Context: an optimization exercise on an open-source flow, tuned for small area, a short achievable clock period and few clock cycles per item. The choices shown serve that exercise and are no tape-out recipe.
Only simulation tests tie the RTL to the original design; equivalence was not proved.
Power figures rest on the tool's default switching activity, not on a simulated workload.

## ymodem_rx_unit
module ymodem_rx_unit (
    input  wire        clk,
    input  wire        rst,           
    input  wire        cmd_valid,
    output wire        cmd_ready,
    input  wire [15:0] cmd,
    output reg         res_valid,
    output reg  [1:0]  res_st,        
    output reg  [31:0] res_val,
    output reg  [1:0]  res_tx_n,      
    output wire [7:0]  res_tx0,
    output reg  [7:0]  res_tx1,
    output reg  [1:0]  res_ev_n,      
    output reg  [2:0]  res_ev0,
    output reg  [2:0]  res_ev1,
    output wire [3:0]  res_ev_code,   
    output reg         res_pay        
);
    localparam IDLE = 0, LEAD = 1, SEQ = 2, CMP = 3, DATA = 4, CRCH = 5,
               CRCL = 6, PURGE = 7, DONE = 8, FAILED = 9;
    function [15:0] crc_step;
        input [15:0] c;
        input [7:0]  d;
        integer i;
        begin
            crc_step = c ^ {d, 8'h00};
            for (i = 0; i < 8; i = i + 1)
                crc_step = crc_step[15] ? ((crc_step << 1) ^ 16'h1021) : (crc_step << 1);
        end
    endfunction
    reg        fault;
    reg [15:0] crc_acc;
    reg [9:0]  ph;            
    reg [7:0]  rx_exp;
    reg        rx_hdr;
    reg        rx_big;
    reg [1:0]  rx_eotc;
    reg [1:0]  rx_canc;
    reg [2:0]  rx_retry;
    reg [3:0]  rx_err;
  ...
Size: ~660 cells after synthesis, about 140 flip-flops, roughly 6200 sq um of cells after synthesis.
==> flow/config.mk <==
export PLATFORM = sky130hd
export DESIGN_NAME = ymodem_rx_unit
export DESIGN_NICKNAME = ymodem_rx_unit
export VERILOG_FILES = /design/flow/design.v
export SDC_FILE = /design/flow/constraint.sdc
export NUM_CORES = 4
export LEC_CHECK = 0
export CAP_MARGIN = 20
export CORE_MARGIN = 2
export CORE_UTILIZATION = 40
export SLEW_MARGIN = 20
export BUFFER_PORTS_ARGS = -buffer_cell sky130_fd_sc_hd__buf_2
export DONT_USE_CELLS += sky130_fd_sc_hd__or4_1 sky130_fd_sc_hd__or4_2 sky130_fd_sc_hd__or4_4 sky130_fd_sc_hd__or4b_1 sky130_fd_sc_hd__or4b_2 sky130_fd_sc_hd__or4b_4 sky130_fd_sc_hd__or4bb_1 sky130_fd_sc_hd__or4bb_2 sky130_fd_sc_hd__or4bb_4 sky130_fd_sc_hd__nor4_1 sky130_fd_sc_hd__nor4_2 sky130_fd_sc_hd__nor4_4 sky130_fd_sc_hd__nor4b_1 sky130_fd_sc_hd__nor4b_2 sky130_fd_sc_hd__nor4b_4 sky130_fd_sc_hd__nor4bb_1 sky130_fd_sc_hd__nor4bb_2 sky130_fd_sc_hd__nor4bb_4 sky130_fd_sc_hd__or3_1 sky130_fd_sc_hd__or3_2 sky130_fd_sc_hd__or3_4 sky130_fd_sc_hd__or3b_1 sky130_fd_sc_hd__or3b_2 sky130_fd_sc_hd__or3b_4 sky130_fd_sc_hd__a2111oi_0 sky130_fd_sc_hd__a2111oi_1 sky130_fd_sc_hd__a2111oi_2 sky130_fd_sc_hd__a2111oi_4 sky130_fd_sc_hd__a2111o_1 sky130_fd_sc_hd__a2111o_2 sky130_fd_sc_hd__a2111o_4 sky130_fd_sc_hd__clkdlybuf4s50_1 sky130_fd_sc_hd__clkdlybuf4s50_2
export ABC_CLOCK_PERIOD_IN_PS = 2000
export SETUP_SLACK_MARGIN = 2.35
export CTS_ARGS = -sink_clustering_enable -repair_clock_nets -root_buf sky130_fd_sc_hd__clkbuf_16 -buf_list {sky130_fd_sc_hd__clkbuf_8} -dont_use_dummy_load
export ABC_AREA = 1
==> flow/constraint.sdc <==
create_clock -name core_clock -period 4.0 [get_ports {clk}]
set_input_delay 0.8000 -clock core_clock [delete_from_list [all_inputs] [get_ports {clk}]]
set_output_delay 0.8000 -clock core_clock [all_outputs]
set_load 0.01 [all_outputs]
standard.sh (not shown) runs the stock make flow with config.mk's settings and CLKGATE_MAP_FILE= SYNTH_SCRIPT=/design/flow/synth_recipe.tcl, a recipe that flattens the netlist after the stock synthesis.
==> flow/flow/run.sh <==
#!/bin/bash
# The standard layout (standard.sh), with two changes:
#  - the extra ORFS settings of flow/extra.mk are appended to config.mk;
#  - synthesis is the standard flow's synthesis script with ABC's mapping script replaced
#    by flow/abc_area.script (an area-oriented mapping); only the combinational
#    mapping changes, the registers are those of the standard synthesis.
set -o pipefail
cat flow/extra.mk >> config.mk
{
  head -n 1 synth_recipe.tcl
  cat <<EOT
proc abc {args} {
  set i [lsearch -exact \$args -script]
  if {\$i >= 0} { lset args [expr {\$i + 1}] $PWD/flow/abc_area.script }
  yosys abc {*}\$args
}
EOT
  tail -n +2 synth_recipe.tcl
} > flow_synth.tcl
sed "s|SYNTH_SCRIPT=[^ ]*|SYNTH_SCRIPT=$PWD/flow_synth.tcl|" standard.sh > flow_standard.sh
bash flow_standard.sh > standard.log 2>&1
==> flow/flow/abc_area.script <==
strash
&get -n
&st
&dch
&nf -a
&put
buffer -c
topo
stime -c
upsize -c
dnsize -c
==> flow/flow/extra.mk <==
export BUFFER_PORTS_ARGS = -buffer_cell sky130_fd_sc_hd__buf_2
export DONT_USE_CELLS += sky130_fd_sc_hd__or4_1 sky130_fd_sc_hd__or4_2 sky130_fd_sc_hd__or4_4 sky130_fd_sc_hd__or4b_1 sky130_fd_sc_hd__or4b_2 sky130_fd_sc_hd__or4b_4 sky130_fd_sc_hd__or4bb_1 sky130_fd_sc_hd__or4bb_2 sky130_fd_sc_hd__or4bb_4 sky130_fd_sc_hd__nor4_1 sky130_fd_sc_hd__nor4_2 sky130_fd_sc_hd__nor4_4 sky130_fd_sc_hd__nor4b_1 sky130_fd_sc_hd__nor4b_2 sky130_fd_sc_hd__nor4b_4 sky130_fd_sc_hd__nor4bb_1 sky130_fd_sc_hd__nor4bb_2 sky130_fd_sc_hd__nor4bb_4 sky130_fd_sc_hd__or3_1 sky130_fd_sc_hd__or3_2 sky130_fd_sc_hd__or3_4 sky130_fd_sc_hd__or3b_1 sky130_fd_sc_hd__or3b_2 sky130_fd_sc_hd__or3b_4 sky130_fd_sc_hd__a2111oi_0 sky130_fd_sc_hd__a2111oi_1 sky130_fd_sc_hd__a2111oi_2 sky130_fd_sc_hd__a2111oi_4 sky130_fd_sc_hd__a2111o_1 sky130_fd_sc_hd__a2111o_2 sky130_fd_sc_hd__a2111o_4 sky130_fd_sc_hd__clkdlybuf4s50_1 sky130_fd_sc_hd__clkdlybuf4s50_2
export ABC_CLOCK_PERIOD_IN_PS = 2000
export SETUP_SLACK_MARGIN = 2.35
export CTS_ARGS = -sink_clustering_enable -repair_clock_nets -root_buf sky130_fd_sc_hd__clkbuf_16 -buf_list {sky130_fd_sc_hd__clkbuf_8} -dont_use_dummy_load
export ABC_AREA = 1
Testbench counts at the start, summed over its fixed seeds: cycles 41,589, commands 41,581.
==> next run, changes <==
==> flow/flow/abc_area.script (replaced) <==
strash
&get -n
&st
&dch
&nf -a
&put
topo
stime -c
--- a/flow/flow/extra.mk
+++ b/flow/flow/extra.mk
@@ -3,3 +3,3 @@
 export ABC_CLOCK_PERIOD_IN_PS = 2000
-export SETUP_SLACK_MARGIN = 2.35
+export SETUP_SLACK_MARGIN = 2.25
 export CTS_ARGS = -sink_clustering_enable -repair_clock_nets -root_buf sky130_fd_sc_hd__clkbuf_16 -buf_list {sky130_fd_sc_hd__clkbuf_8} -dont_use_dummy_load
--- a/flow/config.mk
+++ b/flow/config.mk
@@ -14,3 +14,3 @@
 export ABC_CLOCK_PERIOD_IN_PS = 2000
-export SETUP_SLACK_MARGIN = 2.35
+export SETUP_SLACK_MARGIN = 2.25
 export CTS_ARGS = -sink_clustering_enable -repair_clock_nets -root_buf sky130_fd_sc_hd__clkbuf_16 -buf_list {sky130_fd_sc_hd__clkbuf_8} -dont_use_dummy_load
Effect: Synthesized area went down by 3.4%. Via count went down by 1.1%. Die area went down by 3.3%. Count of clock-buffer cells in the layout stays the same. Flip-flop and latch count stays the same. Wire length went down by 4.6%. Final area went down by 4.8%. Non-clock buffer count went down by 7. First-iteration DRC count went up by 19%. Clock power is about the same.

separate check: timing with driven ports:
In the flow no input, the clock included, has a driving cell. The finished layouts below were timed again as built, in two steps. Step 1 (the two cells are an assumption about what drives the block):
set clk [get_ports {clk}]
set_driving_cell -lib_cell sky130_fd_sc_hd__clkbuf_16 $clk
set_driving_cell -lib_cell sky130_fd_sc_hd__buf_2 [delete_from_list [all_inputs] $clk]
Step 2 moves the port delays by t, midway between the first and last clock arrival at a register: inputs arrive t later, outputs are due t later. That takes back most of the time a late clock gives input paths. a / b / c = no drivers / after step 1 / after step 2; a / b = the first two.
run	t, ns	setup WS [ns]	worst setup path at the end	worst slew at a driven data input, ns	cell pins on the clock port's net
the first run	0.398	2.308 / 2.265 / 2.036	input to register	0.03	1
the second run	0.403	2.251 / 2.239 / 1.987	input to register	0.03	1
After both steps setup and hold are still met in every run listed. For the first run, which loses most, drivers alone change the setup slack by -0.043 ns; drivers and shift together by -0.272 ns.
